Background: an optimization exercise with open tools, aiming at small area, a short achievable clock period and few clock cycles. Do not read the settings as production practice.
No run shown here included a check of the RTL's function; only the layout flow was run.
No activity file was given, so power comes from the tool's default toggle rates.

==> flow/design.v (outline; a module is shown in full before it is edited, if it fits) <==
// module tpb_codec: 816 lines
// module tpb_fmt: 20 lines
// module tpb_opd: 40 lines
// module tpb_legal: 30 lines
// module tpb_dec: 35 lines
// module tpb_resmux: 35 lines
// module tpb_rsp: 45 lines
// module tpb_ctl: 36 lines
// module tpb_pw: 30 lines
module tpb_codec (
    input  wire        clk,
    input  wire        rst,         
    input  wire        cmd_valid,
    output wire        cmd_ready,
    input  wire [31:0] cmd_word,
    input  wire [63:0] cmd_opd,
    input  wire [15:0] cmd_flen,
    input  wire        frm_valid,
    output wire        frm_ready,
    input  wire [7:0]  frm_data,
    output wire        rsp_valid,
    output wire [7:0]  rsp_status,
    output wire [63:0] rsp_res
);
  // ...
==> flow/flow/run.sh <==
#!/bin/bash
# Layout flow: the standard flow (standard.sh, ORFS) with two settings
# that ORFS reads from the environment:
#  - BUFFER_PORTS_ARGS: the port buffers are sky130_fd_sc_hd__buf_2 cells
#    (every input and output port still gets its own buffer);
#  - CTS_ARGS: the clock tree is built as the standard flow builds it, but
#    without dummy load cells.
# The clock period, the SDC and every other step are the standard flow's.
set -euo pipefail
export BUFFER_PORTS_ARGS="-buffer_cell sky130_fd_sc_hd__buf_2"
export CTS_ARGS="-sink_clustering_enable -repair_clock_nets -dont_use_dummy_load -sink_clustering_size 30 -sink_clustering_max_diameter 75 -buf_list sky130_fd_sc_hd__clkbuf_16"
bash standard.sh > standard.log 2>&1
==> flow/standard.sh <==
#!/bin/bash
# synth_recipe.tcl (not shown) runs the flow's synth.tcl, then flattens the netlist and writes it again
# the make line also repeats each setting of config.mk as NAME=value (left out here)
make -C /OpenROAD-flow-scripts/flow DESIGN_CONFIG=/design/flow/config.mk WORK_HOME=/design/flow/orfs CLKGATE_MAP_FILE= SYNTH_SCRIPT=/design/flow/synth_recipe.tcl "${@:-finish}"
==> flow/config.mk <==
export PLATFORM = sky130hd
export DESIGN_NAME = tpb_codec
export DESIGN_NICKNAME = tpb_codec
export VERILOG_FILES = /design/flow/design.v
export SDC_FILE = /design/flow/constraint.sdc
export NUM_CORES = 8
export LEC_CHECK = 0
export ABC_AREA = 1
export CAP_MARGIN = 20
export CORE_MARGIN = 2
export CORE_UTILIZATION = 40
export CTS_BUF_LIST = sky130_fd_sc_hd__clkbuf_16
export CTS_CLUSTER_DIAMETER = 75
export CTS_CLUSTER_SIZE = 30
export SLEW_MARGIN = 20
export SYNTH_HIERARCHICAL = 1
==> flow/constraint.sdc <==
create_clock -name core_clock -period 70.0 [get_ports {clk}]
set_input_delay 14.0000 -clock core_clock [delete_from_list [all_inputs] [get_ports {clk}]]
set_output_delay 14.0000 -clock core_clock [all_outputs]
set_load 0.01 [all_outputs]
==> report_table.html, run 1 <==
<table>
<tr><th>Metric</th><th>Value</th></tr>
<tr><th colspan="2">Finish</th></tr>
<tr><td>Layout clock area frac</td><td>between 3 and 4%</td></tr>
<tr><td>Data-path buffer share of cell area in the final layout</td><td>between 2 and 2.5%</td></tr>
<tr><td>Post-Layout Cell Count</td><td>between 6000 and 7000</td></tr>
<tr><td>Number of non-clock buffers</td><td>about 210</td></tr>
<tr><td>Final-layout clock buffer total</td><td>79</td></tr>
<tr><td>Synthesis-to-layout area growth</td><td>8.00%</td></tr>
<tr><td>Commonest cells after routing, fill and taps aside</td><td>dfxtp_1, nand2_1, inv_1</td></tr>
<tr><th colspan="2">Floorplanning</th></tr>
<tr><td>Placeable core region</td><td>roughly 0.13 sq mm</td></tr>
<tr><td>N_taps</td><td>between 1500 and 2000</td></tr>
<tr><td>Die area</td><td>around 0.13 sq mm</td></tr>
<tr><td>Horiz. Die Dim</td><td>approximately 360 um</td></tr>
<tr><td>Starting density of the core</td><td>between 40% and 50%</td></tr>
<tr><th colspan="2">Timing</th></tr>
<tr><td>Shortest clock period the worst path allows after layout</td><td>approximately 16 ns</td></tr>
<tr><td>Final setup fails</td><td>0</td></tr>
<tr><td>Final Max Tran Viols</td><td>0</td></tr>
<tr><td>Remaining max-slew budget at the tightest pin</td><td>23.1%</td></tr>
<tr><th colspan="2">Setup path</th></tr>
<tr><td>Critical path's top delay family</td><td>simple AND/OR/NAND/NOR gates</td></tr>
<tr><td>Required time of the critical path</td><td>between 70 and 80 ns</td></tr>
<tr><td>Cell count along the critical path</td><td>9</td></tr>
<tr><td>Kind of capture point of the worst setup path</td><td>flip-flop</td></tr>
<tr><td>Worst path arrival time</td><td>16.52 ns</td></tr>
<tr><td>Critical Path, Cell by Cell</td><td>buf_2, nor2_2, nand2_1, nor2_2, nand2_2, nor2_1, buf_4, nand2_2, nor2_1</td></tr>
<tr><td>CP endpoint</td><td>rr_q[29]</td></tr>
<tr><th colspan="2">Logic synthesis</th></tr>
<tr><td>Gate count of the mapped netlist</td><td>just under 5000</td></tr>
<tr><th colspan="2">CTS</th></tr>
<tr><td>Cell at the root of the clock tree</td><td>clkbuf_16</td></tr>
<tr><td>Post_cts resized</td><td>0</td></tr>
<tr><td>TritonCTS clock tree</td><td>done</td></tr>
<tr><td>Total CTS buffers</td><td>79</td></tr>
<tr><td>Maximum level of the CTS H-tree</td><td>3</td></tr>
<tr><td>Number of clock sinks seen by CTS</td><td>1707</td></tr>
<tr><th colspan="2">Detailed routing</th></tr>
<tr><td>Vias per inst</td><td>roughly 4.6</td></tr>
<tr><td>DRC viols</td><td>0</td></tr>
<tr><th colspan="2">Run status</th></tr>
<tr><td>Outcome</td><td>finished clean</td></tr>
<tr><th colspan="2">Power and ir drop</th></tr>
<tr><td>Internal</td><td>between 1 and 1.5 mW</td></tr>
<tr><td>Comb group</td><td>151 uW</td></tr>
<tr><td>Group with the largest share of power</td><td>sequential cells</td></tr>
</table>
==> module tpb_codec, before the edit <==
module tpb_codec (
    input  wire        clk,
    input  wire        rst,         
    input  wire        cmd_valid,
    output wire        cmd_ready,
    input  wire [31:0] cmd_word,
    input  wire [63:0] cmd_opd,
    input  wire [15:0] cmd_flen,
    input  wire        frm_valid,
    output wire        frm_ready,
    input  wire [7:0]  frm_data,
    output wire        rsp_valid,
    output wire [7:0]  rsp_status,
    output wire [63:0] rsp_res
);
    localparam [3:0] ST_OK          = 4'h0;
    localparam [3:0] ST_BAD_SYNC    = 4'h1;
    localparam [3:0] ST_BAD_SIZE    = 4'h2;
    localparam [3:0] ST_BAD_PID     = 4'h3;
    localparam [3:0] ST_BAD_ADAPT   = 4'h4;
    localparam [3:0] ST_UNKNOWN_PKT = 4'h5;
    localparam [3:0] ST_BAD_OFFSET  = 4'h6;
    localparam [3:0] ST_ILLEGAL     = 4'hD;
    localparam NR = 11;             
    localparam RL = 16;             
    localparam DIV_K   = 8;
    localparam DIV_PAD = 2;
    localparam DIV_CYC = 8;
    localparam XW      = DIV_PAD + 64;
    reg [7:0]  p [0:11];            
    reg [7:0]  ring [0:NR-1][0:RL-1];
    reg [3:0]  ph;                  
    reg [3:0]  dofs;                
    reg [6:0]  err;                 
    reg        rv_q;
    reg [3:0]  rs_q;
    reg [41:0] rr_q;
    reg        crdy_q;
    reg        frdy_q;
    reg        clr_q;
    reg [3:0]  ccnt;
    reg        in_load;
    reg [7:0]  tk;                  
    reg        fb_v;
    reg [7:0]  fb_d;
    reg        load_ok;
    reg        sp_pend;
    reg [2:0]  a_op;                
    reg [7:0]  a_idx;
    reg [7:0]  a_dat;
    reg        w_pend;
    reg [7:0]  w_idx;
    reg [7:0]  w_dat;
    reg           busy;
    reg           sysrst_q;         
    reg [2:0]     ecnt;
    reg [XW-1:0]  xq;
    reg [6:0]     rem;
    assign cmd_ready  = crdy_q;
    assign frm_ready  = frdy_q;
    assign rsp_valid  = rv_q;
    assign rsp_status = {4'd0, rs_q};
    assign rsp_res    = {22'd0, rr_q};
    wire fire = cmd_valid & crdy_q;
    wire take = frm_valid & frdy_q;
    wire [1:0]  afc     = p[3][5:4];
    wire        has_af  = afc[1];
    wire        has_pl  = afc[0];
    wire [7:0]  af_len  = p[4];
    wire [12:0] pid     = {p[1][4:0], p[2]};
    wire        has_pcr = has_af & p[5][4];
    wire [32:0] base = {p[6], p[7], p[8], p[9], p[10][7]};
    wire [8:0]  ext  = {p[10][0], p[11]};
    wire [41:0] res;
    wire [33:0] at_p, at_g, at_s;
    wire [34:0] at_c;
    assign at_p[0] = base[2] ^ base[0];
    assign at_g[0] = base[2] & base[0];
    assign at_p[1] = base[3] ^ base[1];
    assign at_g[1] = base[3] & base[1];
    assign at_p[2] = base[4] ^ base[2];
    assign at_g[2] = base[4] & base[2];
    assign at_p[3] = base[5] ^ base[3];
    assign at_g[3] = base[5] & base[3];
    assign at_p[4] = base[6] ^ base[4];
    assign at_g[4] = base[6] & base[4];
    assign at_p[5] = base[7] ^ base[5];
    assign at_g[5] = base[7] & base[5];
    assign at_p[6] = base[8] ^ base[6];
    assign at_g[6] = base[8] & base[6];
    assign at_p[7] = base[9] ^ base[7];
    assign at_g[7] = base[9] & base[7];
    assign at_p[8] = base[10] ^ base[8];
    assign at_g[8] = base[10] & base[8];
    assign at_p[9] = base[11] ^ base[9];
    assign at_g[9] = base[11] & base[9];
    assign at_p[10] = base[12] ^ base[10];
    assign at_g[10] = base[12] & base[10];
    assign at_p[11] = base[13] ^ base[11];
    assign at_g[11] = base[13] & base[11];
    assign at_p[12] = base[14] ^ base[12];
    assign at_g[12] = base[14] & base[12];
    assign at_p[13] = base[15] ^ base[13];
    assign at_g[13] = base[15] & base[13];
    assign at_p[14] = base[16] ^ base[14];
    assign at_g[14] = base[16] & base[14];
    assign at_p[15] = base[17] ^ base[15];
    assign at_g[15] = base[17] & base[15];
    assign at_p[16] = base[18] ^ base[16];
    assign at_g[16] = base[18] & base[16];
    assign at_p[17] = base[19] ^ base[17];
    assign at_g[17] = base[19] & base[17];
    assign at_p[18] = base[20] ^ base[18];
    assign at_g[18] = base[20] & base[18];
    assign at_p[19] = base[21] ^ base[19];
    assign at_g[19] = base[21] & base[19];
    assign at_p[20] = base[22] ^ base[20];
    assign at_g[20] = base[22] & base[20];
    assign at_p[21] = base[23] ^ base[21];
    assign at_g[21] = base[23] & base[21];
    assign at_p[22] = base[24] ^ base[22];
    assign at_g[22] = base[24] & base[22];
    assign at_p[23] = base[25] ^ base[23];
    assign at_g[23] = base[25] & base[23];
    assign at_p[24] = base[26] ^ base[24];
    assign at_g[24] = base[26] & base[24];
    assign at_p[25] = base[27] ^ base[25];
    assign at_g[25] = base[27] & base[25];
    assign at_p[26] = base[28] ^ base[26];
    assign at_g[26] = base[28] & base[26];
    assign at_p[27] = base[29] ^ base[27];
    assign at_g[27] = base[29] & base[27];
    assign at_p[28] = base[30] ^ base[28];
    assign at_g[28] = base[30] & base[28];
    assign at_p[29] = base[31] ^ base[29];
    assign at_g[29] = base[31] & base[29];
    assign at_p[30] = base[32] ^ base[30];
    assign at_g[30] = base[32] & base[30];
    assign at_p[31] = 1'b0 ^ base[31];
    assign at_g[31] = 1'b0 & base[31];
    assign at_p[32] = 1'b0 ^ base[32];
    assign at_g[32] = 1'b0 & base[32];
    assign at_p[33] = 1'b0 ^ 1'b0;
    assign at_g[33] = 1'b0 & 1'b0;
    assign at_c[0] = 1'b0;
    assign at_c[1] = at_g[0] | (at_p[0] & at_c[0]);
    assign at_c[2] = at_g[1] | (at_p[1] & at_c[1]);
    assign at_c[3] = at_g[2] | (at_p[2] & at_c[2]);
    assign at_c[4] = at_g[3] | (at_p[3] & at_c[3]);
    assign at_c[5] = at_g[4] | (at_p[4] & at_c[4]);
    assign at_c[6] = at_g[5] | (at_p[5] & at_c[5]);
    assign at_c[7] = at_g[6] | (at_p[6] & at_c[6]);
    assign at_c[8] = at_g[7] | (at_p[7] & at_c[7]);
    assign at_c[9] = at_g[8] | (at_p[8] & at_c[8]);
    assign at_c[10] = at_g[9] | (at_p[9] & at_c[9]);
    assign at_c[11] = at_g[10] | (at_p[10] & at_c[10]);
    assign at_c[12] = at_g[11] | (at_p[11] & at_c[11]);
    assign at_c[13] = at_g[12] | (at_p[12] & at_c[12]);
    assign at_c[14] = at_g[13] | (at_p[13] & at_c[13]);
    assign at_c[15] = at_g[14] | (at_p[14] & at_c[14]);
    assign at_c[16] = at_g[15] | (at_p[15] & at_c[15]);
    assign at_c[17] = at_g[16] | (at_p[16] & at_c[16]);
    assign at_c[18] = at_g[17] | (at_p[17] & at_c[17]);
    assign at_c[19] = at_g[18] | (at_p[18] & at_c[18]);
    assign at_c[20] = at_g[19] | (at_p[19] & at_c[19]);
    assign at_c[21] = (at_g[20]) | (at_c[20] & at_p[20]);
    assign at_c[22] = (at_g[21]) | (at_g[20] & at_p[21]) | (at_c[20] & at_p[20] & at_p[21]);
    assign at_c[23] = (at_g[22]) | (at_g[21] & at_p[22]) | (at_g[20] & at_p[21] & at_p[22]) | (at_c[20] & at_p[20] & at_p[21] & at_p[22]);
    assign at_c[24] = (at_g[23]) | (at_g[22] & at_p[23]) | (at_g[21] & at_p[22] & at_p[23]) | (at_g[20] & at_p[21] & at_p[22] & at_p[23]) | (at_c[20] & at_p[20] & at_p[21] & at_p[22] & at_p[23]);
    assign at_c[25] = (at_g[24]) | (at_c[24] & at_p[24]);
    assign at_c[26] = (at_g[25]) | (at_g[24] & at_p[25]) | (at_c[24] & at_p[24] & at_p[25]);
    assign at_c[27] = (at_g[26]) | (at_g[25] & at_p[26]) | (at_g[24] & at_p[25] & at_p[26]) | (at_c[24] & at_p[24] & at_p[25] & at_p[26]);
    assign at_c[28] = (at_g[27]) | (at_g[26] & at_p[27]) | (at_g[25] & at_p[26] & at_p[27]) | (at_g[24] & at_p[25] & at_p[26] & at_p[27]) | (at_c[24] & at_p[24] & at_p[25] & at_p[26] & at_p[27]);
    assign at_c[29] = (at_g[28]) | (at_c[28] & at_p[28]);
    assign at_c[30] = (at_g[29]) | (at_g[28] & at_p[29]) | (at_c[28] & at_p[28] & at_p[29]);
    assign at_c[31] = (at_g[30]) | (at_g[29] & at_p[30]) | (at_g[28] & at_p[29] & at_p[30]) | (at_c[28] & at_p[28] & at_p[29] & at_p[30]);
    assign at_c[32] = (at_g[31]) | (at_g[30] & at_p[31]) | (at_g[29] & at_p[30] & at_p[31]) | (at_g[28] & at_p[29] & at_p[30] & at_p[31]) | (at_c[28] & at_p[28] & at_p[29] & at_p[30] & at_p[31]);
    assign at_c[33] = (at_g[32]) | (at_c[32] & at_p[32]);
    assign at_c[34] = (at_g[33]) | (at_g[32] & at_p[33]) | (at_c[32] & at_p[32] & at_p[33]);
    assign at_s[0] = at_p[0] ^ at_c[0];
    assign at_s[1] = at_p[1] ^ at_c[1];
    assign at_s[2] = at_p[2] ^ at_c[2];
    assign at_s[3] = at_p[3] ^ at_c[3];
    assign at_s[4] = at_p[4] ^ at_c[4];
    assign at_s[5] = at_p[5] ^ at_c[5];
    assign at_s[6] = at_p[6] ^ at_c[6];
    assign at_s[7] = at_p[7] ^ at_c[7];
    assign at_s[8] = at_p[8] ^ at_c[8];
    assign at_s[9] = at_p[9] ^ at_c[9];
    assign at_s[10] = at_p[10] ^ at_c[10];
    assign at_s[11] = at_p[11] ^ at_c[11];
    assign at_s[12] = at_p[12] ^ at_c[12];
    assign at_s[13] = at_p[13] ^ at_c[13];
    assign at_s[14] = at_p[14] ^ at_c[14];
    assign at_s[15] = at_p[15] ^ at_c[15];
    assign at_s[16] = at_p[16] ^ at_c[16];
    assign at_s[17] = at_p[17] ^ at_c[17];
    assign at_s[18] = at_p[18] ^ at_c[18];
    assign at_s[19] = at_p[19] ^ at_c[19];
    assign at_s[20] = at_p[20] ^ at_c[20];
    assign at_s[21] = at_p[21] ^ at_c[21];
    assign at_s[22] = at_p[22] ^ at_c[22];
    assign at_s[23] = at_p[23] ^ at_c[23];
    assign at_s[24] = at_p[24] ^ at_c[24];
    assign at_s[25] = at_p[25] ^ at_c[25];
    assign at_s[26] = at_p[26] ^ at_c[26];
    assign at_s[27] = at_p[27] ^ at_c[27];
    assign at_s[28] = at_p[28] ^ at_c[28];
    assign at_s[29] = at_p[29] ^ at_c[29];
    assign at_s[30] = at_p[30] ^ at_c[30];
    assign at_s[31] = at_p[31] ^ at_c[31];
    assign at_s[32] = at_p[32] ^ at_c[32];
    assign at_s[33] = at_p[33] ^ at_c[33];
    wire [35:0] t = {at_s[33], at_s[32], at_s[31], at_s[30], at_s[29], at_s[28], at_s[27], at_s[26], at_s[25], at_s[24], at_s[23], at_s[22], at_s[21], at_s[20], at_s[19], at_s[18], at_s[17], at_s[16], at_s[15], at_s[14], at_s[13], at_s[12], at_s[11], at_s[10], at_s[9], at_s[8], at_s[7], at_s[6], at_s[5], at_s[4], at_s[3], at_s[2], at_s[1], at_s[0], base[1], base[0]};
    wire [35:0] aq_p, aq_g, aq_s;
    wire [36:0] aq_c;
    assign aq_p[0] = t[0] ^ ext[6];
    assign aq_g[0] = t[0] & ext[6];
    assign aq_p[1] = t[1] ^ ext[7];
    assign aq_g[1] = t[1] & ext[7];
    assign aq_p[2] = t[2] ^ ext[8];
    assign aq_g[2] = t[2] & ext[8];
    assign aq_p[3] = t[3] ^ 1'b0;
    assign aq_g[3] = t[3] & 1'b0;
    assign aq_p[4] = t[4] ^ 1'b0;
    assign aq_g[4] = t[4] & 1'b0;
    assign aq_p[5] = t[5] ^ 1'b0;
    assign aq_g[5] = t[5] & 1'b0;
    assign aq_p[6] = t[6] ^ 1'b0;
    assign aq_g[6] = t[6] & 1'b0;
    assign aq_p[7] = t[7] ^ 1'b0;
    assign aq_g[7] = t[7] & 1'b0;
    assign aq_p[8] = t[8] ^ 1'b0;
    assign aq_g[8] = t[8] & 1'b0;
    assign aq_p[9] = t[9] ^ 1'b0;
    assign aq_g[9] = t[9] & 1'b0;
    assign aq_p[10] = t[10] ^ 1'b0;
    assign aq_g[10] = t[10] & 1'b0;
    assign aq_p[11] = t[11] ^ 1'b0;
    assign aq_g[11] = t[11] & 1'b0;
    assign aq_p[12] = t[12] ^ 1'b0;
    assign aq_g[12] = t[12] & 1'b0;
    assign aq_p[13] = t[13] ^ 1'b0;
    assign aq_g[13] = t[13] & 1'b0;
    assign aq_p[14] = t[14] ^ 1'b0;
    assign aq_g[14] = t[14] & 1'b0;
    assign aq_p[15] = t[15] ^ 1'b0;
    assign aq_g[15] = t[15] & 1'b0;
    assign aq_p[16] = t[16] ^ 1'b0;
    assign aq_g[16] = t[16] & 1'b0;
    assign aq_p[17] = t[17] ^ 1'b0;
    assign aq_g[17] = t[17] & 1'b0;
    assign aq_p[18] = t[18] ^ 1'b0;
    assign aq_g[18] = t[18] & 1'b0;
    assign aq_p[19] = t[19] ^ 1'b0;
    assign aq_g[19] = t[19] & 1'b0;
    assign aq_p[20] = t[20] ^ 1'b0;
    assign aq_g[20] = t[20] & 1'b0;
    assign aq_p[21] = t[21] ^ 1'b0;
    assign aq_g[21] = t[21] & 1'b0;
    assign aq_p[22] = t[22] ^ 1'b0;
    assign aq_g[22] = t[22] & 1'b0;
    assign aq_p[23] = t[23] ^ 1'b0;
    assign aq_g[23] = t[23] & 1'b0;
    assign aq_p[24] = t[24] ^ 1'b0;
    assign aq_g[24] = t[24] & 1'b0;
    assign aq_p[25] = t[25] ^ 1'b0;
    assign aq_g[25] = t[25] & 1'b0;
    assign aq_p[26] = t[26] ^ 1'b0;
    assign aq_g[26] = t[26] & 1'b0;
    assign aq_p[27] = t[27] ^ 1'b0;
    assign aq_g[27] = t[27] & 1'b0;
    assign aq_p[28] = t[28] ^ 1'b0;
    assign aq_g[28] = t[28] & 1'b0;
    assign aq_p[29] = t[29] ^ 1'b0;
    assign aq_g[29] = t[29] & 1'b0;
    assign aq_p[30] = t[30] ^ 1'b0;
    assign aq_g[30] = t[30] & 1'b0;
    assign aq_p[31] = t[31] ^ 1'b0;
    assign aq_g[31] = t[31] & 1'b0;
    assign aq_p[32] = t[32] ^ 1'b0;
    assign aq_g[32] = t[32] & 1'b0;
    assign aq_p[33] = t[33] ^ 1'b0;
    assign aq_g[33] = t[33] & 1'b0;
    assign aq_p[34] = t[34] ^ 1'b0;
    assign aq_g[34] = t[34] & 1'b0;
    assign aq_p[35] = t[35] ^ 1'b0;
    assign aq_g[35] = t[35] & 1'b0;
    assign aq_c[0] = 1'b0;
    assign aq_c[1] = aq_g[0] | (aq_p[0] & aq_c[0]);
    assign aq_c[2] = aq_g[1] | (aq_p[1] & aq_c[1]);
    assign aq_c[3] = aq_g[2] | (aq_p[2] & aq_c[2]);
    assign aq_c[4] = aq_g[3] | (aq_p[3] & aq_c[3]);
    assign aq_c[5] = aq_g[4] | (aq_p[4] & aq_c[4]);
    assign aq_c[6] = aq_g[5] | (aq_p[5] & aq_c[5]);
    assign aq_c[7] = aq_g[6] | (aq_p[6] & aq_c[6]);
    assign aq_c[8] = aq_g[7] | (aq_p[7] & aq_c[7]);
    assign aq_c[9] = aq_g[8] | (aq_p[8] & aq_c[8]);
    assign aq_c[10] = aq_g[9] | (aq_p[9] & aq_c[9]);
    assign aq_c[11] = aq_g[10] | (aq_p[10] & aq_c[10]);
    assign aq_c[12] = aq_g[11] | (aq_p[11] & aq_c[11]);
    assign aq_c[13] = aq_g[12] | (aq_p[12] & aq_c[12]);
    assign aq_c[14] = aq_g[13] | (aq_p[13] & aq_c[13]);
    assign aq_c[15] = aq_g[14] | (aq_p[14] & aq_c[14]);
    assign aq_c[16] = aq_g[15] | (aq_p[15] & aq_c[15]);
    assign aq_c[17] = aq_g[16] | (aq_p[16] & aq_c[16]);
    assign aq_c[18] = aq_g[17] | (aq_p[17] & aq_c[17]);
    assign aq_c[19] = aq_g[18] | (aq_p[18] & aq_c[18]);
    assign aq_c[20] = aq_g[19] | (aq_p[19] & aq_c[19]);
    assign aq_c[21] = aq_g[20] | (aq_p[20] & aq_c[20]);
    assign aq_c[22] = aq_g[21] | (aq_p[21] & aq_c[21]);
    assign aq_c[23] = aq_g[22] | (aq_p[22] & aq_c[22]);
    assign aq_c[24] = aq_g[23] | (aq_p[23] & aq_c[23]);
    assign aq_c[25] = aq_g[24] | (aq_p[24] & aq_c[24]);
    assign aq_c[26] = aq_g[25] | (aq_p[25] & aq_c[25]);
    assign aq_c[27] = aq_g[26] | (aq_p[26] & aq_c[26]);
    assign aq_c[28] = aq_g[27] | (aq_p[27] & aq_c[27]);
    assign aq_c[29] = aq_g[28] | (aq_p[28] & aq_c[28]);
    assign aq_c[30] = aq_g[29] | (aq_p[29] & aq_c[29]);
    assign aq_c[31] = aq_g[30] | (aq_p[30] & aq_c[30]);
    assign aq_c[32] = aq_g[31] | (aq_p[31] & aq_c[31]);
    assign aq_c[33] = aq_g[32] | (aq_p[32] & aq_c[32]);
    assign aq_c[34] = aq_g[33] | (aq_p[33] & aq_c[33]);
    assign aq_c[35] = aq_g[34] | (aq_p[34] & aq_c[34]);
    assign aq_c[36] = aq_g[35] | (aq_p[35] & aq_c[35]);
    assign aq_s[0] = aq_p[0] ^ aq_c[0];
    assign aq_s[1] = aq_p[1] ^ aq_c[1];
    assign aq_s[2] = aq_p[2] ^ aq_c[2];
    assign aq_s[3] = aq_p[3] ^ aq_c[3];
    assign aq_s[4] = aq_p[4] ^ aq_c[4];
    assign aq_s[5] = aq_p[5] ^ aq_c[5];
    assign aq_s[6] = aq_p[6] ^ aq_c[6];
    assign aq_s[7] = aq_p[7] ^ aq_c[7];
    assign aq_s[8] = aq_p[8] ^ aq_c[8];
    assign aq_s[9] = aq_p[9] ^ aq_c[9];
    assign aq_s[10] = aq_p[10] ^ aq_c[10];
    assign aq_s[11] = aq_p[11] ^ aq_c[11];
    assign aq_s[12] = aq_p[12] ^ aq_c[12];
    assign aq_s[13] = aq_p[13] ^ aq_c[13];
    assign aq_s[14] = aq_p[14] ^ aq_c[14];
    assign aq_s[15] = aq_p[15] ^ aq_c[15];
    assign aq_s[16] = aq_p[16] ^ aq_c[16];
    assign aq_s[17] = aq_p[17] ^ aq_c[17];
    assign aq_s[18] = aq_p[18] ^ aq_c[18];
    assign aq_s[19] = aq_p[19] ^ aq_c[19];
    assign aq_s[20] = aq_p[20] ^ aq_c[20];
    assign aq_s[21] = aq_p[21] ^ aq_c[21];
    assign aq_s[22] = aq_p[22] ^ aq_c[22];
    assign aq_s[23] = aq_p[23] ^ aq_c[23];
    assign aq_s[24] = aq_p[24] ^ aq_c[24];
    assign aq_s[25] = aq_p[25] ^ aq_c[25];
    assign aq_s[26] = aq_p[26] ^ aq_c[26];
    assign aq_s[27] = aq_p[27] ^ aq_c[27];
    assign aq_s[28] = aq_p[28] ^ aq_c[28];
    assign aq_s[29] = aq_p[29] ^ aq_c[29];
    assign aq_s[30] = aq_p[30] ^ aq_c[30];
    assign aq_s[31] = aq_p[31] ^ aq_c[31];
    assign aq_s[32] = aq_p[32] ^ aq_c[32];
    assign aq_s[33] = aq_p[33] ^ aq_c[33];
    assign aq_s[34] = aq_p[34] ^ aq_c[34];
    assign aq_s[35] = aq_p[35] ^ aq_c[35];
    wire [39:0] q = {aq_s[35], aq_s[34], aq_s[33], aq_s[32], aq_s[31], aq_s[30], aq_s[29], aq_s[28], aq_s[27], aq_s[26], aq_s[25], aq_s[24], aq_s[23], aq_s[22], aq_s[21], aq_s[20], aq_s[19], aq_s[18], aq_s[17], aq_s[16], aq_s[15], aq_s[14], aq_s[13], aq_s[12], aq_s[11], aq_s[10], aq_s[9], aq_s[8], aq_s[7], aq_s[6], aq_s[5], aq_s[4], aq_s[3], aq_s[2], aq_s[1], aq_s[0], ext[5], ext[4], ext[3], ext[2]};
    wire [39:0] aw_p, aw_g, aw_s;
    wire [40:0] aw_c;
    assign aw_p[0] = q[0] ^ ~t[0];
    assign aw_g[0] = q[0] & ~t[0];
    assign aw_p[1] = q[1] ^ ~t[1];
    assign aw_g[1] = q[1] & ~t[1];
    assign aw_p[2] = q[2] ^ ~t[2];
    assign aw_g[2] = q[2] & ~t[2];
    assign aw_p[3] = q[3] ^ ~t[3];
    assign aw_g[3] = q[3] & ~t[3];
    assign aw_p[4] = q[4] ^ ~t[4];
    assign aw_g[4] = q[4] & ~t[4];
    assign aw_p[5] = q[5] ^ ~t[5];
    assign aw_g[5] = q[5] & ~t[5];
    assign aw_p[6] = q[6] ^ ~t[6];
    assign aw_g[6] = q[6] & ~t[6];
    assign aw_p[7] = q[7] ^ ~t[7];
    assign aw_g[7] = q[7] & ~t[7];
    assign aw_p[8] = q[8] ^ ~t[8];
    assign aw_g[8] = q[8] & ~t[8];
    assign aw_p[9] = q[9] ^ ~t[9];
    assign aw_g[9] = q[9] & ~t[9];
    assign aw_p[10] = q[10] ^ ~t[10];
    assign aw_g[10] = q[10] & ~t[10];
    assign aw_p[11] = q[11] ^ ~t[11];
    assign aw_g[11] = q[11] & ~t[11];
    assign aw_p[12] = q[12] ^ ~t[12];
    assign aw_g[12] = q[12] & ~t[12];
    assign aw_p[13] = q[13] ^ ~t[13];
    assign aw_g[13] = q[13] & ~t[13];
    assign aw_p[14] = q[14] ^ ~t[14];
    assign aw_g[14] = q[14] & ~t[14];
    assign aw_p[15] = q[15] ^ ~t[15];
    assign aw_g[15] = q[15] & ~t[15];
    assign aw_p[16] = q[16] ^ ~t[16];
    assign aw_g[16] = q[16] & ~t[16];
    assign aw_p[17] = q[17] ^ ~t[17];
    assign aw_g[17] = q[17] & ~t[17];
    assign aw_p[18] = q[18] ^ ~t[18];
    assign aw_g[18] = q[18] & ~t[18];
    assign aw_p[19] = q[19] ^ ~t[19];
    assign aw_g[19] = q[19] & ~t[19];
    assign aw_p[20] = q[20] ^ ~t[20];
    assign aw_g[20] = q[20] & ~t[20];
    assign aw_p[21] = q[21] ^ ~t[21];
    assign aw_g[21] = q[21] & ~t[21];
    assign aw_p[22] = q[22] ^ ~t[22];
    assign aw_g[22] = q[22] & ~t[22];
    assign aw_p[23] = q[23] ^ ~t[23];
    assign aw_g[23] = q[23] & ~t[23];
    assign aw_p[24] = q[24] ^ ~t[24];
    assign aw_g[24] = q[24] & ~t[24];
    assign aw_p[25] = q[25] ^ ~t[25];
    assign aw_g[25] = q[25] & ~t[25];
    assign aw_p[26] = q[26] ^ ~t[26];
    assign aw_g[26] = q[26] & ~t[26];
    assign aw_p[27] = q[27] ^ ~t[27];
    assign aw_g[27] = q[27] & ~t[27];
    assign aw_p[28] = q[28] ^ ~t[28];
    assign aw_g[28] = q[28] & ~t[28];
    assign aw_p[29] = q[29] ^ ~t[29];
    assign aw_g[29] = q[29] & ~t[29];
    assign aw_p[30] = q[30] ^ ~t[30];
    assign aw_g[30] = q[30] & ~t[30];
    assign aw_p[31] = q[31] ^ ~t[31];
    assign aw_g[31] = q[31] & ~t[31];
    assign aw_p[32] = q[32] ^ ~t[32];
    assign aw_g[32] = q[32] & ~t[32];
    assign aw_p[33] = q[33] ^ ~t[33];
    assign aw_g[33] = q[33] & ~t[33];
    assign aw_p[34] = q[34] ^ ~t[34];
    assign aw_g[34] = q[34] & ~t[34];
    assign aw_p[35] = q[35] ^ ~t[35];
    assign aw_g[35] = q[35] & ~t[35];
    assign aw_p[36] = q[36] ^ 1'b1;
    assign aw_g[36] = q[36] & 1'b1;
    assign aw_p[37] = q[37] ^ 1'b1;
    assign aw_g[37] = q[37] & 1'b1;
    assign aw_p[38] = q[38] ^ 1'b1;
    assign aw_g[38] = q[38] & 1'b1;
    assign aw_p[39] = q[39] ^ 1'b1;
    assign aw_g[39] = q[39] & 1'b1;
    assign aw_c[0] = 1'b1;
    assign aw_c[1] = aw_g[0] | (aw_p[0] & aw_c[0]);
    assign aw_c[2] = aw_g[1] | (aw_p[1] & aw_c[1]);
    assign aw_c[3] = aw_g[2] | (aw_p[2] & aw_c[2]);
    assign aw_c[4] = aw_g[3] | (aw_p[3] & aw_c[3]);
    assign aw_c[5] = aw_g[4] | (aw_p[4] & aw_c[4]);
    assign aw_c[6] = aw_g[5] | (aw_p[5] & aw_c[5]);
    assign aw_c[7] = aw_g[6] | (aw_p[6] & aw_c[6]);
    assign aw_c[8] = aw_g[7] | (aw_p[7] & aw_c[7]);
    assign aw_c[9] = aw_g[8] | (aw_p[8] & aw_c[8]);
    assign aw_c[10] = aw_g[9] | (aw_p[9] & aw_c[9]);
    assign aw_c[11] = aw_g[10] | (aw_p[10] & aw_c[10]);
    assign aw_c[12] = aw_g[11] | (aw_p[11] & aw_c[11]);
    assign aw_c[13] = aw_g[12] | (aw_p[12] & aw_c[12]);
    assign aw_c[14] = aw_g[13] | (aw_p[13] & aw_c[13]);
    assign aw_c[15] = aw_g[14] | (aw_p[14] & aw_c[14]);
    assign aw_c[16] = aw_g[15] | (aw_p[15] & aw_c[15]);
    assign aw_c[17] = aw_g[16] | (aw_p[16] & aw_c[16]);
    assign aw_c[18] = aw_g[17] | (aw_p[17] & aw_c[17]);
    assign aw_c[19] = aw_g[18] | (aw_p[18] & aw_c[18]);
    assign aw_c[20] = aw_g[19] | (aw_p[19] & aw_c[19]);
    assign aw_c[21] = aw_g[20] | (aw_p[20] & aw_c[20]);
    assign aw_c[22] = aw_g[21] | (aw_p[21] & aw_c[21]);
    assign aw_c[23] = aw_g[22] | (aw_p[22] & aw_c[22]);
    assign aw_c[24] = aw_g[23] | (aw_p[23] & aw_c[23]);
    assign aw_c[25] = (aw_g[24]) | (aw_c[24] & aw_p[24]);
    assign aw_c[26] = (aw_g[25]) | (aw_g[24] & aw_p[25]) | (aw_c[24] & aw_p[24] & aw_p[25]);
    assign aw_c[27] = (aw_g[26]) | (aw_g[25] & aw_p[26]) | (aw_g[24] & aw_p[25] & aw_p[26]) | (aw_c[24] & aw_p[24] & aw_p[25] & aw_p[26]);
    assign aw_c[28] = (aw_g[27]) | (aw_g[26] & aw_p[27]) | (aw_g[25] & aw_p[26] & aw_p[27]) | (aw_g[24] & aw_p[25] & aw_p[26] & aw_p[27]) | (aw_c[24] & aw_p[24] & aw_p[25] & aw_p[26] & aw_p[27]);
    assign aw_c[29] = (aw_g[28]) | (aw_c[28] & aw_p[28]);
    assign aw_c[30] = (aw_g[29]) | (aw_g[28] & aw_p[29]) | (aw_c[28] & aw_p[28] & aw_p[29]);
    assign aw_c[31] = (aw_g[30]) | (aw_g[29] & aw_p[30]) | (aw_g[28] & aw_p[29] & aw_p[30]) | (aw_c[28] & aw_p[28] & aw_p[29] & aw_p[30]);
    assign aw_c[32] = (aw_g[31]) | (aw_g[30] & aw_p[31]) | (aw_g[29] & aw_p[30] & aw_p[31]) | (aw_g[28] & aw_p[29] & aw_p[30] & aw_p[31]) | (aw_c[28] & aw_p[28] & aw_p[29] & aw_p[30] & aw_p[31]);
    assign aw_c[33] = (aw_g[32]) | (aw_c[32] & aw_p[32]);
    assign aw_c[34] = (aw_g[33]) | (aw_g[32] & aw_p[33]) | (aw_c[32] & aw_p[32] & aw_p[33]);
    assign aw_c[35] = (aw_g[34]) | (aw_g[33] & aw_p[34]) | (aw_g[32] & aw_p[33] & aw_p[34]) | (aw_c[32] & aw_p[32] & aw_p[33] & aw_p[34]);
    assign aw_c[36] = (aw_g[35]) | (aw_g[34] & aw_p[35]) | (aw_g[33] & aw_p[34] & aw_p[35]) | (aw_g[32] & aw_p[33] & aw_p[34] & aw_p[35]) | (aw_c[32] & aw_p[32] & aw_p[33] & aw_p[34] & aw_p[35]);
    assign aw_c[37] = (aw_g[36]) | (aw_c[36] & aw_p[36]);
    assign aw_c[38] = (aw_g[37]) | (aw_g[36] & aw_p[37]) | (aw_c[36] & aw_p[36] & aw_p[37]);
    assign aw_c[39] = (aw_g[38]) | (aw_g[37] & aw_p[38]) | (aw_g[36] & aw_p[37] & aw_p[38]) | (aw_c[36] & aw_p[36] & aw_p[37] & aw_p[38]);
    assign aw_c[40] = (aw_g[39]) | (aw_g[38] & aw_p[39]) | (aw_g[37] & aw_p[38] & aw_p[39]) | (aw_g[36] & aw_p[37] & aw_p[38] & aw_p[39]) | (aw_c[36] & aw_p[36] & aw_p[37] & aw_p[38] & aw_p[39]);
    assign aw_s[0] = aw_p[0] ^ aw_c[0];
    assign aw_s[1] = aw_p[1] ^ aw_c[1];
    assign aw_s[2] = aw_p[2] ^ aw_c[2];
    assign aw_s[3] = aw_p[3] ^ aw_c[3];
    assign aw_s[4] = aw_p[4] ^ aw_c[4];
    assign aw_s[5] = aw_p[5] ^ aw_c[5];
    assign aw_s[6] = aw_p[6] ^ aw_c[6];
    assign aw_s[7] = aw_p[7] ^ aw_c[7];
    assign aw_s[8] = aw_p[8] ^ aw_c[8];
    assign aw_s[9] = aw_p[9] ^ aw_c[9];
    assign aw_s[10] = aw_p[10] ^ aw_c[10];
    assign aw_s[11] = aw_p[11] ^ aw_c[11];
    assign aw_s[12] = aw_p[12] ^ aw_c[12];
    assign aw_s[13] = aw_p[13] ^ aw_c[13];
    assign aw_s[14] = aw_p[14] ^ aw_c[14];
    assign aw_s[15] = aw_p[15] ^ aw_c[15];
    assign aw_s[16] = aw_p[16] ^ aw_c[16];
    assign aw_s[17] = aw_p[17] ^ aw_c[17];
    assign aw_s[18] = aw_p[18] ^ aw_c[18];
    assign aw_s[19] = aw_p[19] ^ aw_c[19];
    assign aw_s[20] = aw_p[20] ^ aw_c[20];
    assign aw_s[21] = aw_p[21] ^ aw_c[21];
    assign aw_s[22] = aw_p[22] ^ aw_c[22];
    assign aw_s[23] = aw_p[23] ^ aw_c[23];
    assign aw_s[24] = aw_p[24] ^ aw_c[24];
    assign aw_s[25] = aw_p[25] ^ aw_c[25];
    assign aw_s[26] = aw_p[26] ^ aw_c[26];
    assign aw_s[27] = aw_p[27] ^ aw_c[27];
    assign aw_s[28] = aw_p[28] ^ aw_c[28];
    assign aw_s[29] = aw_p[29] ^ aw_c[29];
    assign aw_s[30] = aw_p[30] ^ aw_c[30];
    assign aw_s[31] = aw_p[31] ^ aw_c[31];
    assign aw_s[32] = aw_p[32] ^ aw_c[32];
    assign aw_s[33] = aw_p[33] ^ aw_c[33];
    assign aw_s[34] = aw_p[34] ^ aw_c[34];
    assign aw_s[35] = aw_p[35] ^ aw_c[35];
    assign aw_s[36] = aw_p[36] ^ aw_c[36];
    assign aw_s[37] = aw_p[37] ^ aw_c[37];
    assign aw_s[38] = aw_p[38] ^ aw_c[38];
    assign aw_s[39] = aw_p[39] ^ aw_c[39];
    wire [39:0] w = {aw_s[39], aw_s[38], aw_s[37], aw_s[36], aw_s[35], aw_s[34], aw_s[33], aw_s[32], aw_s[31], aw_s[30], aw_s[29], aw_s[28], aw_s[27], aw_s[26], aw_s[25], aw_s[24], aw_s[23], aw_s[22], aw_s[21], aw_s[20], aw_s[19], aw_s[18], aw_s[17], aw_s[16], aw_s[15], aw_s[14], aw_s[13], aw_s[12], aw_s[11], aw_s[10], aw_s[9], aw_s[8], aw_s[7], aw_s[6], aw_s[5], aw_s[4], aw_s[3], aw_s[2], aw_s[1], aw_s[0]};
    assign res = {w, ext[1:0]};
    wire [41:0] pcr_rd = res;
    wire       l_big = (af_len >= 8'd183);
    wire [7:0] l_p5  = af_len + 8'd5;           
    wire [7:0] l_m   = 8'd183 - af_len;         
    wire [7:0] af_win_len = (af_len > 8'd183) ? 8'd183 : af_len;
    wire [8:0] pl_off = has_af ? (l_big ? 9'd188 : {1'b0, l_p5}) : 9'd4;
    wire [8:0] pl_len = has_af ? (l_big ? 9'd0 : {1'b0, l_m}) : 9'd184;
    wire [3:0] st_validate = (p[0] != 8'h47) ? ST_BAD_SYNC :
                             (has_af && af_len > 8'd183) ? ST_BAD_ADAPT : ST_OK;
    wire cls_unk = (p[0] != 8'h47) & (p[0] != 8'h80);
    wire cls_80  = (p[0] == 8'h80);
    wire [6:0] err_new;
    assign err_new[0] = rv_q && rs_q == ST_BAD_SYNC;
    assign err_new[1] = rv_q && rs_q == ST_BAD_SIZE;
    assign err_new[2] = rv_q && rs_q == ST_BAD_PID;
    assign err_new[3] = rv_q && rs_q == ST_BAD_ADAPT;
    assign err_new[4] = rv_q && rs_q == ST_UNKNOWN_PKT;
    assign err_new[5] = rv_q && rs_q == ST_BAD_OFFSET;
    assign err_new[6] = rv_q && rs_q == ST_ILLEGAL;
    wire [6:0]  err_eff  = err | err_new;
    wire [7:0] fidx  = tk - 8'd1;                   
    wire       fb_static = (fidx < 8'd12);
    wire       a_static  = (a_idx < 8'd12);
    wire       sp_rdb    = (a_op == 3'b000);    
    wire       sp_wr     = (a_op == 3'b001);    
    wire       sp_tsc    = (a_op == 3'b100);    
    wire       sp_afc    = (a_op == 3'b101);    
    wire       sp_clrpcr = (a_op == 3'b111);    
    wire       sp_clrerr = (a_op == 3'b110);    
    wire [7:0] raddr = w_pend ? w_idx : (fb_v ? fidx : a_idx);
    wire [7:0] rj    = raddr - 8'd12;
    wire [3:0] rring = rj[7:4];
    wire [3:0] rslot = rj[3:0] + dofs;
    wire       at_wr = (rslot == ph);                
    wire       at_rd = (rslot[2:0] == ph[2:0]);      
    wire ld_w  = fb_v & ((fidx == 8'd0) ? (fb_d == 8'h47) : load_ok);
    wire w_go  = w_pend & at_wr & ~clr_q;
    wire sp_go = sp_pend & ~w_pend & (a_static | (~clr_q & (sp_wr ? at_wr : at_rd)));
    wire [7:0] saddr = fb_v ? fidx : a_idx;
    wire       s_we  = fb_v ? (ld_w & fb_static) : (sp_go & sp_wr & a_static);
    wire [7:0] sbus  = fb_v ? fb_d : a_dat;
    wire       r_we  = w_go | (ld_w & ~fb_static) | (sp_go & sp_wr & ~a_static);
    wire [7:0] rbus  = clr_q ? 8'd0 : (w_pend ? w_dat : (fb_v ? fb_d : a_dat));
    reg [7:0] ring_rd;
    integer ri;
    always @* begin
        ring_rd = 8'd0;
        for (ri = 0; ri < NR; ri = ri + 1)
            if (rring == ri) ring_rd = ring_rd | ((rslot[3] ^ ph[3]) ? ring[ri][8] : ring[ri][0]);
    end
    reg [7:0] static_rd;
    always @* begin
        case (a_idx[3:0])
            4'd0: static_rd = p[0];   4'd1: static_rd = p[1];   4'd2: static_rd = p[2];
            4'd3: static_rd = p[3];   4'd4: static_rd = p[4];   4'd5: static_rd = p[5];
            4'd6: static_rd = p[6];   4'd7: static_rd = p[7];   4'd8: static_rd = p[8];
            4'd9: static_rd = p[9];   4'd10: static_rd = p[10]; default: static_rd = p[11];
        endcase
    end
    wire [7:0] rd_byte   = a_static ? static_rd : ring_rd;
    reg [6:0]       st_r;
    reg [DIV_K-1:0] st_q;
    reg [7:0]       st_t;
    integer si;
    always @* begin
        st_r = rem;
        for (si = 0; si < DIV_K; si = si + 1) begin
            st_t = {st_r, xq[XW-1-si]};
            if (st_t >= 8'd75) begin
                st_r = st_t - 8'd75;
                st_q[DIV_K-1-si] = 1'b1;
            end else begin
                st_r = st_t[6:0];
                st_q[DIV_K-1-si] = 1'b0;
            end
        end
    end
    wire [XW-1:0] xq_next  = {xq[XW-DIV_K-1:0], st_q};
    wire          div_last = busy & (ecnt == DIV_CYC - 1);
    wire [32:0]   base_wr  = xq_next[32:0];
    wire [8:0]    ext_wr   = {st_r, xq_next[XW-1:XW-2]};
    wire clr_first = clr_q & (ccnt == 4'd0);
    wire clr_pcr   = sp_go & sp_clrpcr & p[3][5];
    wire [7:0] s_val = (clr_first | clr_pcr) ? 8'd0 : sbus;
    reg [7:0] pn [0:11];
    integer bi;
    always @* begin
        for (bi = 0; bi < 12; bi = bi + 1) begin
            pn[bi] = p[bi];
            if (clr_first || (s_we && saddr[3:0] == bi) || (clr_pcr && bi >= 6))
                pn[bi] = s_val;
        end
        if (sp_go && sp_tsc) pn[3][7:6] = a_dat[1:0];
        if (sp_go && sp_afc) pn[3][5:4] = a_dat[1:0];
        if (clr_pcr) pn[5][4] = 1'b0;
        if (busy && ecnt == 3'd0) begin
            if (!p[3][5]) pn[3][5:4] = 2'b11;
            if (p[4] < 8'd7) pn[4] = 8'd7;
            pn[5][4] = 1'b1;
        end
        if (div_last) begin
            pn[6]  = base_wr[32:25];
            pn[7]  = base_wr[24:17];
            pn[8]  = base_wr[16:9];
            pn[9]  = base_wr[8:1];
            pn[10] = {base_wr[0], 6'b111111, ext_wr[8]};
            pn[11] = ext_wr[7:0];
        end
    end
    wire [95:0] p_cur  = {p[11], p[10], p[9], p[8], p[7], p[6], p[5], p[4], p[3], p[2], p[1], p[0]};
    wire [95:0] p_slow = {pn[11], pn[10], pn[9], pn[8], pn[7], pn[6], pn[5], pn[4], pn[3], pn[2], pn[1], pn[0]};
    wire [95:0] p_d;
    wire        o_rv_d;
    wire [3:0]  o_rs_d;
    wire [41:0] o_rr_d;
    wire        L_load, L_slow, L_pcr, L_sysrst;
    wire [9:0]  fm;
    wire [34:0] o;
    wire [37:0] dl;
    tpb_fmt u_fmt (.cmd_word(cmd_word), .cmd_flen(cmd_flen), .fm(fm));
    tpb_opd u_opd (.op(cmd_word[7:0]), .o(o));
    wire        ill;
    tpb_legal u_legal (.cmd_word(cmd_word), .ill(ill));
    tpb_dec u_dec (.o(o), .fm(fm), .ill(ill), .dl(dl));
    assign L_load   = dl[1];
    assign L_slow   = dl[4];
    assign L_pcr    = dl[12];
    assign L_sysrst = dl[15];
    wire [41:0] res_m;
    tpb_resmux u_res (
        .o           (o),
        .p_cur       (p_cur),
        .cls_80      (cls_80),
        .af_win_len  (af_win_len),
        .pl_len      (pl_len[7:0]),
        .pl_off      (pl_off[7:0]),
        .pcr_rd      (pcr_rd),
        .err_eff     (err_eff),
        .m           (res_m)
    );
    tpb_rsp u_rsp (
        .fire        (fire),
        .dl          (dl),
        .f0_ok       (fm[1]),
        .m           (res_m),
        .st_validate (st_validate),
        .cls_unk     (cls_unk),
        .in_load     (in_load),
        .load_done   (in_load & take & (tk == 8'd187)),
        .load_ok     (load_ok),
        .sp_pend     (sp_pend),
        .sp_go       (sp_go),
        .sp_rdb      (sp_rdb),
        .sp_clrerr   (sp_clrerr),
        .err_eff     (err_eff),
        .w_pend      (w_pend),
        .rd_byte     (rd_byte),
        .rv_d        (o_rv_d),
        .rs_d        (o_rs_d),
        .rr_d        (o_rr_d)
    );
    tpb_pw u_pw (
        .fire        (fire),
        .dl          (dl),
        .imm         (cmd_word[31:16]),
        .p_cur       (p_cur),
        .p_slow      (p_slow),
        .p_d         (p_d)
    );
    integer rr, pp;
    always @(posedge clk) begin
        for (rr = 0; rr < NR; rr = rr + 1) begin
            for (pp = 0; pp < RL - 1; pp = pp + 1)
                ring[rr][pp] <= ring[rr][pp + 1];
            if (clr_q || (r_we && rring == rr))
                ring[rr][RL-1] <= rbus;
            else
                ring[rr][RL-1] <= ring[rr][0];
        end
        for (bi = 0; bi < 12; bi = bi + 1)
            p[bi] <= p_d[8*bi +: 8];
        ph <= ph + 4'd1;
        busy <= busy_d;
        if (busy) begin
            xq  <= xq_next;
            rem <= st_r;
            ecnt <= ecnt + 3'd1;
        end else begin
            xq  <= {{DIV_PAD{1'b0}}, cmd_opd};
            rem <= 7'd0;
            ecnt <= 3'd0;
        end
        sp_pend <= sp_pend_d;
        if (!sp_pend) begin
            a_idx <= cmd_word[15:8];
            a_dat <= cmd_word[23:16];
            a_op  <= {cmd_word[5], cmd_word[4], cmd_word[2]};
        end
        w_pend <= w_pend_d;
        if (fb_v && fidx == 8'd0 && fb_d == 8'h47) w_pend <= 1'b0;
        if (!w_pend) begin
            w_idx <= cmd_word[15:8];
            w_dat <= cmd_word[23:16];
        end
        fb_d <= frm_data;
        fb_v <= take & in_load;
        if (take & in_load) tk <= tk1;
        in_load <= in_load_d;
        if (fb_v && fidx == 8'd0) load_ok <= (fb_d == 8'h47);
        if (!in_load) tk <= 8'd0;
        if (ld_w && fidx == 8'd12) dofs <= ph;           
        sysrst_q <= sysrst_d;
        if (clr_q) begin
            ccnt <= ccnt + 4'd1;
            if (ccnt == 4'd15) clr_q <= 1'b0;
        end
        if (sysrst_q) begin
            clr_q  <= 1'b1;
            ccnt   <= 4'd0;
            w_pend <= 1'b0;
        end
        if (sysrst_q || (sp_go && sp_clrerr))
            err <= 7'd0;
        else
            err <= err_eff;
        rv_q <= o_rv_d;
        rs_q <= o_rs_d;
        rr_q <= o_rr_d;
        crdy_q <= crdy_d;
        frdy_q <= frdy_d;
        if (rst) begin
            ph      <= 4'd0;
            dofs    <= 4'd0;
            err     <= 7'd0;
            rv_q    <= 1'b0;
            crdy_q  <= 1'b0;
            frdy_q  <= 1'b0;
            clr_q   <= 1'b1;
            ccnt    <= 4'd0;
            w_pend  <= 1'b0;
            in_load <= 1'b0;
            tk      <= 8'd0;
            fb_v    <= 1'b0;
            load_ok <= 1'b0;
            sp_pend <= 1'b0;
            busy    <= 1'b0;
            sysrst_q <= 1'b0;
        end
    end
    wire [7:0] tk1    = tk + 8'd1;
    wire       ok_n   = (fb_v && fidx == 8'd0) ? (fb_d == 8'h47) : load_ok;
    wire [3:0] dofs_n = (ld_w && fidx == 8'd12) ? ph : dofs;
    wire [3:0] al     = ph + 4'd14 - dofs_n;
    wire       r_free = ~clr_q & ~w_pend;       
    wire fr_b = in_load & (tk < 8'd188) &
                ((tk < 8'd12) | ~ok_n |
                 (r_free & ((tk == 8'd12) | (tk[3:0] == al))));
    wire fr_a = in_load & (tk < 8'd187) &
                ((tk < 8'd11) | ~ok_n |
                 (r_free & ((tk == 8'd11) | (tk == 8'd12) | (tk[3:0] + 4'd1 == al))));
    wire busy_d, sp_pend_d, w_pend_d, in_load_d, sysrst_d, crdy_d, frdy_d;
    tpb_ctl u_ctl (
        .fire       (fire),
        .take       (take),
        .L_load     (dl[1]),
        .L_slow     (dl[4]),
        .L_pcr      (dl[12]),
        .L_sysrst   (dl[15]),
        .L_wrbring  (dl[37]),
        .busy       (busy),
        .div_last   (div_last),
        .sp_pend    (sp_pend),
        .sp_go      (sp_go),
        .w_pend     (w_pend),
        .w_go       (w_go),
        .in_load    (in_load),
        .tk_last    (tk == 8'd187),
        .fr_a       (fr_a),
        .fr_b       (fr_b),
        .sysrst_q   (sysrst_q),
        .busy_d     (busy_d),
        .sp_pend_d  (sp_pend_d),
        .w_pend_d   (w_pend_d),
        .in_load_d  (in_load_d),
        .sysrst_d   (sysrst_d),
        .crdy_d     (crdy_d),
        .frdy_d     (frdy_d)
    );
endmodule
==> module tpb_dec, before the edit <==
module tpb_dec (
    input  wire [34:0] o,
    input  wire [9:0]  fm,
    input  wire        ill,
    output wire [37:0] dl
);
    wire idx_z = fm[0], f0_ok = fm[1], fx_ok = fm[2], fx8_ok = fm[3];
    wire fm4_ok = fm[4], fm2_ok = fm[5], idx_ok = fm[6], idx_ring = fm[7];
    wire pid_ok = fm[8], flen_ok = fm[9];
    assign dl[0]  = ill;
    assign dl[1]  = o[1] & f0_ok & flen_ok;                  
    assign dl[2]  = o[1] & f0_ok & ~flen_ok;                 
    assign dl[3]  = o[2] & f0_ok;                            
    assign dl[4]  = ((((o[3] & fx_ok) | (o[4] & fx8_ok)) & idx_ok) |
                     ((o[18] | o[20]) & fm2_ok) | ((o[31] | o[33]) & f0_ok));
    assign dl[5]  = ((o[3] & fx_ok) | (o[4] & fx8_ok)) & ~idx_ok;   
    assign dl[6]  = o[5] & f0_ok;                            
    assign dl[7]  = o[16] & idx_z & pid_ok;                   
    assign dl[8]  = o[16] & idx_z & ~pid_ok;                  
    assign dl[9]  = o[18] & fm2_ok;                           
    assign dl[10] = o[20] & fm2_ok;                           
    assign dl[11] = o[22] & fm4_ok;                           
    assign dl[12] = o[30] & f0_ok;                            
    assign dl[13] = o[31] & f0_ok;                            
    assign dl[14] = o[33] & f0_ok;                            
    assign dl[15] = o[34] & f0_ok;                            
    assign dl[16] = o[7] & f0_ok;
    assign dl[17] = o[8] & f0_ok;
    assign dl[18] = o[10] & f0_ok;
    assign dl[19] = o[11] & f0_ok;
    assign dl[20] = o[13] & f0_ok;
    assign dl[21] = o[14] & f0_ok;
    assign dl[36:22] = 15'd0;
    assign dl[37] = o[4] & fx8_ok & idx_ok & idx_ring;       
endmodule
==> module tpb_rsp, before the edit <==
module tpb_rsp (
    input  wire        fire,
    input  wire [37:0] dl,
    input  wire        f0_ok,
    input  wire [41:0] m,
    input  wire [3:0]  st_validate,
    input  wire        cls_unk,
    input  wire        in_load,
    input  wire        load_done,
    input  wire        load_ok,
    input  wire        sp_pend,
    input  wire        sp_go,
    input  wire        sp_rdb,
    input  wire        sp_clrerr,
    input  wire [6:0]  err_eff,
    input  wire        w_pend,
    input  wire [7:0]  rd_byte,
    output reg         rv_d,
    output reg  [3:0]  rs_d,
    output reg  [41:0] rr_d
);
    wire ill = dl[0], L_load = dl[1], L_loadbad = dl[2], L_val = dl[3];
    wire L_slow = dl[4], L_offbad = dl[5], L_cls = dl[6], L_pidbad = dl[8];
    wire [3:0] f_st;
    assign f_st[0] = (L_val & st_validate[0]) | (L_cls & cls_unk) | L_pidbad | ill;
    assign f_st[1] = L_loadbad | L_offbad | L_pidbad;
    assign f_st[2] = (L_val & st_validate[2]) | (L_cls & cls_unk) | L_offbad | ill;
    assign f_st[3] = ill;
    always @* begin
        if (in_load) begin
            rv_d = load_done;
            rs_d = load_ok ? 4'h0 : 4'h1;
            rr_d = 42'd0;
        end else if (sp_pend) begin
            rv_d = sp_go;
            rs_d = 4'h0;
            rr_d = ({42{sp_rdb}} & {34'd0, rd_byte}) |
                   ({42{sp_clrerr}} & {28'd0, err_eff[6], 6'd0, err_eff[5:0], 1'b0});
        end else begin
            rv_d = fire & ~L_load & ~(L_slow & ~(dl[37] & ~w_pend));
            rs_d = f_st;
            rr_d = {42{f0_ok}} & m;
        end
    end
endmodule
==> module tpb_pw, before the edit <==
module tpb_pw (
    input  wire        fire,
    input  wire [37:0] dl,
    input  wire [15:0] imm,
    input  wire [95:0] p_cur,
    input  wire [95:0] p_slow,
    output reg  [95:0] p_d
);
    wire has_af = p_cur[29];
    wire [7:0] p4 = p_cur[39:32];
    wire L_pid = dl[7], L_cc = dl[11];
    wire L_tei_s = dl[16], L_tei_c = dl[17], L_pus_s = dl[18], L_pus_c = dl[19];
    wire L_tp_s = dl[20], L_tp_c = dl[21];
    always @* begin
        p_d = p_slow;
        if (fire) begin
            if (L_tei_s) p_d[15] = 1'b1;
            if (L_tei_c) p_d[15] = 1'b0;
            if (L_pus_s) p_d[14] = 1'b1;
            if (L_pus_c) p_d[14] = 1'b0;
            if (L_tp_s)  p_d[13] = 1'b1;
            if (L_tp_c)  p_d[13] = 1'b0;
            if (L_pid) begin
                p_d[12:8]  = imm[12:8];
                p_d[23:16] = imm[7:0];
            end
            if (L_cc)  p_d[27:24] = imm[3:0];
        end
    end
endmodule
==> run 2: changes to the inputs <==
--- a/flow/design.v
+++ b/flow/design.v
@@ -645,3 +645,3 @@
     wire [34:0] o;
-    wire [37:0] dl;
+    wire [22:0] dl;
     tpb_fmt u_fmt (.cmd_word(cmd_word), .cmd_flen(cmd_flen), .fm(fm));
@@ -669,2 +669,3 @@
         .fire        (fire),
+        .ill         (ill),
         .dl          (dl),
@@ -688,2 +689,3 @@
     );
+    wire [19:0] pw_d;
     tpb_pw u_pw (
@@ -692,6 +694,6 @@
         .imm         (cmd_word[31:16]),
-        .p_cur       (p_cur),
-        .p_slow      (p_slow),
-        .p_d         (p_d)
+        .p_slow      (p_slow[27:8]),
+        .p_d         (pw_d)
     );
+    assign p_d = {p_slow[95:28], pw_d, p_slow[7:0]};
     integer rr, pp;
@@ -795,3 +797,3 @@
         .L_sysrst   (dl[15]),
-        .L_wrbring  (dl[37]),
+        .L_wrbring  (dl[22]),
         .busy       (busy),
@@ -910,3 +912,3 @@
     input  wire        ill,
-    output wire [37:0] dl
+    output wire [22:0] dl
 );
@@ -915,3 +917,3 @@
     wire pid_ok = fm[8], flen_ok = fm[9];
-    assign dl[0]  = ill;
+    assign dl[0]  = 1'b0;                                   
     assign dl[1]  = o[1] & f0_ok & flen_ok;                  
@@ -938,4 +940,3 @@
     assign dl[21] = o[14] & f0_ok;
-    assign dl[36:22] = 15'd0;
-    assign dl[37] = o[4] & fx8_ok & idx_ok & idx_ring;       
+    assign dl[22] = o[4] & fx8_ok & idx_ok & idx_ring;       
 endmodule
@@ -978,3 +979,4 @@
     input  wire        fire,
-    input  wire [37:0] dl,
+    input  wire        ill,
+    input  wire [22:0] dl,
     input  wire        f0_ok,
@@ -997,3 +999,3 @@
 );
-    wire ill = dl[0], L_load = dl[1], L_loadbad = dl[2], L_val = dl[3];
+    wire L_load = dl[1], L_loadbad = dl[2], L_val = dl[3];
     wire L_slow = dl[4], L_offbad = dl[5], L_cls = dl[6], L_pidbad = dl[8];
@@ -1015,3 +1017,3 @@
         end else begin
-            rv_d = fire & ~L_load & ~(L_slow & ~(dl[37] & ~w_pend));
+            rv_d = fire & ~L_load & ~(L_slow & ~(dl[22] & ~w_pend));
             rs_d = f_st;
@@ -1059,10 +1061,7 @@
     input  wire        fire,
-    input  wire [37:0] dl,
+    input  wire [22:0] dl,
     input  wire [15:0] imm,
-    input  wire [95:0] p_cur,
-    input  wire [95:0] p_slow,
-    output reg  [95:0] p_d
+    input  wire [19:0] p_slow,       
+    output reg  [19:0] p_d
 );
-    wire has_af = p_cur[29];
-    wire [7:0] p4 = p_cur[39:32];
     wire L_pid = dl[7], L_cc = dl[11];
@@ -1073,13 +1072,13 @@
         if (fire) begin
-            if (L_tei_s) p_d[15] = 1'b1;
-            if (L_tei_c) p_d[15] = 1'b0;
-            if (L_pus_s) p_d[14] = 1'b1;
-            if (L_pus_c) p_d[14] = 1'b0;
-            if (L_tp_s)  p_d[13] = 1'b1;
-            if (L_tp_c)  p_d[13] = 1'b0;
+            if (L_tei_s) p_d[7] = 1'b1;
+            if (L_tei_c) p_d[7] = 1'b0;
+            if (L_pus_s) p_d[6] = 1'b1;
+            if (L_pus_c) p_d[6] = 1'b0;
+            if (L_tp_s)  p_d[5] = 1'b1;
+            if (L_tp_c)  p_d[5] = 1'b0;
             if (L_pid) begin
-                p_d[12:8]  = imm[12:8];
-                p_d[23:16] = imm[7:0];
+                p_d[4:0]  = imm[12:8];
+                p_d[15:8] = imm[7:0];
             end
-            if (L_cc)  p_d[27:24] = imm[3:0];
+            if (L_cc)  p_d[19:16] = imm[3:0];
         end
==> report_table.html, run 2 <==
<table>
<tr><th>Metric</th><th>Value</th></tr>
<tr><th colspan="2">Run status</th></tr>
<tr><td>Outcome</td><td>finished clean</td></tr>
<tr><th colspan="2">Floorplanning</th></tr>
<tr><td>Horiz. Die Dim</td><td>360 um (-0.53%)</td></tr>
<tr><td>Starting density of the core</td><td>40.3% (+0.082 points)</td></tr>
<tr><td>Total number of placement rows</td><td>130</td></tr>
<tr><td>Placeable core region</td><td>0.126 sq mm (-1.3%)</td></tr>
<tr><td>Die area</td><td>0.129 sq mm (-1.1%)</td></tr>
<tr><td>Die outline height</td><td>roughly 360 um</td></tr>
<tr><th colspan="2">Setup path</th></tr>
<tr><td>Worst-case reg-to-reg path depth</td><td>56</td></tr>
<tr><td>Critical path peak fanout</td><td>4</td></tr>
<tr><td>Reg2Reg Launch Point</td><td>p[10][7]</td></tr>
<tr><td>Critical path buffers and inverters</td><td>1</td></tr>
<tr><td>Kind of capture point of the worst setup path</td><td>primary output</td></tr>
<tr><td>Largest stage delay on the critical path</td><td>0.54 ns</td></tr>
<tr><td>Critical path's top delay family</td><td>flip-flops</td></tr>
<tr><td>Category of the most critical setup path</td><td>reg2out</td></tr>
<tr><td>CP max stage cell</td><td>dfxtp_1</td></tr>
<tr><td>Kind of start point of the critical path</td><td>flip-flop</td></tr>
<tr><td>Worst reg2reg endpoint</td><td>rr_q[41]</td></tr>
<tr><td>Critical Path, Cell by Cell</td><td>buf_2</td></tr>
<tr><td>Worst path arrival time</td><td>1.45 ns (-15.07 ns)</td></tr>
<tr><td>Required time of the critical path</td><td>56.00 ns (-14.55 ns)</td></tr>
<tr><td>Reg2Reg Setup Slack</td><td>about 57 ns</td></tr>
<tr><th colspan="2">Timing</th></tr>
<tr><td>Final setup fails</td><td>0 (unchanged)</td></tr>
<tr><td>Hold Violations, Final</td><td>0</td></tr>
<tr><td>Unrepaired setup endpoints after global routing</td><td>false</td></tr>
<tr><td>Worst setup skew after layout</td><td>approximately 0.12 ns</td></tr>
<tr><td>Final Max Tran Viols</td><td>0 (unchanged)</td></tr>
<tr><td>Aggregate negative setup slack</td><td>0 ns</td></tr>
<tr><td>Remaining max-slew budget at the tightest pin</td><td>20.9% (-2.2 points)</td></tr>
<tr><td>Slew @ Worst Pin</td><td>~1.2 ns</td></tr>
<tr><td>Shortest clock period the worst path allows after layout</td><td>15.45 ns (-0.515 ns)</td></tr>
<tr><td>Upper clock frequency limit</td><td>between 60 and 70 MHz</td></tr>
<tr><th colspan="2">Logic synthesis</th></tr>
<tr><td>Warnings from Yosys</td><td>13</td></tr>
<tr><td>Average cell area after synthesis</td><td>around 11 sq um</td></tr>
<tr><td>Gate count of the mapped netlist</td><td>4686 (-4.9%)</td></tr>
<tr><th colspan="2">CTS</th></tr>
<tr><td>Latest clock arrival within the worst-skew pair</td><td>a little over 0.7 ns</td></tr>
<tr><td>Clk slew on worst S/H paths</td><td>0.10 ns</td></tr>
<tr><td>Post_cts resized</td><td>0 (unchanged)</td></tr>
<tr><td>Maximum level of the CTS H-tree</td><td>3 (unchanged)</td></tr>
<tr><td>Total CTS buffers</td><td>84 (+6.3%)</td></tr>
<tr><td>Clk buf depth</td><td>3</td></tr>
<tr><td>TritonCTS clock tree</td><td>done</td></tr>
<tr><td>Number of clock sinks seen by CTS</td><td>1707 (unchanged)</td></tr>
<tr><td>Cell at the root of the clock tree</td><td>clkbuf_16</td></tr>
<tr><th colspan="2">Finish</th></tr>
<tr><td>Commonest cells after routing, fill and taps aside</td><td>dfxtp_1, nand2_1, inv_1</td></tr>
<tr><td>Synthesis-to-layout area growth</td><td>9.34%</td></tr>
<tr><td>Final instance area</td><td>0.0553 sq mm</td></tr>
<tr><td>Max FFs per register</td><td>about 1400</td></tr>
<tr><td>Number of nets in the layout</td><td>between 5000 and 6000</td></tr>
<tr><td>Layout cell share with drive strength beyond 1</td><td>approximately 9.1%</td></tr>
<tr><td>Post-layout utilization of the core</td><td>between 40 and 50%</td></tr>
<tr><td>Leading cell type in the layout, fill and taps excluded</td><td>dfxtp_1</td></tr>
<tr><td>Most flops, register</td><td>ring</td></tr>
<tr><td>Antenna diodes</td><td>0</td></tr>
<tr><th colspan="2">Detailed routing</th></tr>
<tr><td>Vias per inst</td><td>4.57 (-1.3%)</td></tr>
<tr><td>Wire length per cell after detailed routing</td><td>approximately 17 um</td></tr>
<tr><td>Total length of routed wires</td><td>~110 mm</td></tr>
<tr><td>DRC viols</td><td>0 (unchanged)</td></tr>
<tr><td>TritonRoute pass-1 iters</td><td>6</td></tr>
<tr><th colspan="2">Placed design</th></tr>
<tr><td>Area after DPL</td><td>0.0532 sq mm</td></tr>
<tr><th colspan="2">Min path</th></tr>
<tr><td>Worst Hold Path Cells</td><td>0</td></tr>
<tr><td>Hold worst-path end</td><td>ring[166][2]</td></tr>
<tr><td>Classification of the worst-slack hold path</td><td>reg2reg</td></tr>
<tr><th colspan="2">Global routing</th></tr>
<tr><td>Sum of overflow across all layers after global routing</td><td>0</td></tr>
<tr><td>Number of global-route vias before repair</td><td>a little under 30000</td></tr>
<tr><td>Gr usage total</td><td>~17%</td></tr>
<tr><td>Global-route wire length before repair</td><td>169 mm</td></tr>
<tr><td>Initial antenna violation count</td><td>1</td></tr>
<tr><td>Pin count of the biggest net entering global routing</td><td>between 70 and 80</td></tr>
<tr><th colspan="2">Run</th></tr>
<tr><td># Max-Cap Violations</td><td>0</td></tr>
<tr><th colspan="2">Power and ir drop</th></tr>
<tr><td>Pwr per Cell Area</td><td>between 30 and 40 mW/mm^2</td></tr>
</table>
## run 2: power by group
part | internal (mW) | total [mW] | leakage, nW | switching, mW
Combinational | 0.0687 | 0.188 | 8.99 | 0.119
Clock | 0.214 | 0.495 | 1.04 | 0.281
Sequential | 0.993 | 1.01 | 14.0 | 0.0143
## run 2: final cells by class
| type | instances | share of cell area (%) |
|---|---|---|
| Sequential cell | 1707 | 63.5 |
| Multi-Input combinational cell | 2328 | 23.2 |
| Clock buffer | 84 | 3.80 |
| Tap cell | 1650 | 3.73 |
| Inverter | 547 | 3.72 |
| Timing Repair Buffer | 205 | 2.01 |
## run 2: worst max path at each step
stage | start | end | slack, ns | depth (start not counted)
6_report | rs_q[1] | rsp_status[1] | 54.55 | 1
5_1_grt | cmd_word[12] | rr_q[16] | 54.45 | 9
4_1_cts | rs_q[2] | rsp_status[2] | 54.51 | 1
3_5_place_dp | cmd_word[12] | rr_q[34] | 53.96 | 9
2_1_floorplan | cmd_word[30] | rr_q[10] | 54.79 | 9
3_3_place_gp | cmd_word[12] | p[2][3] | 54.02 | 9
## run 2: metrics by stage
step	worst slack [ns]	total power [mW]	instances	hold slack [ns]
finish	54.55	1.69	6521	0.219
global route	54.45	1.77	6521	0.207
CTS	54.51	1.71	6521	0.216
detailed placement	53.96	1.22	6437	0.312
global placement	54.02	1.22	6437	0.310
floorplan	54.79	1.16	4711	0.310
## run 2: metal layers
metal	track usage [%]	share of wire, %
met1	24.0	48
met2	26.9	44
met3	2.33	4.8
met4	5.77	2.8
met5	0	0.012

Setup slack of run 2, layout unchanged: 54.546 ns with ideal ports, 54.467 ns with driving cells assumed (clock clkbuf_16, inputs buf_2), 53.948 ns with port delays also shifted by the 0.732 ns mid clock arrival.
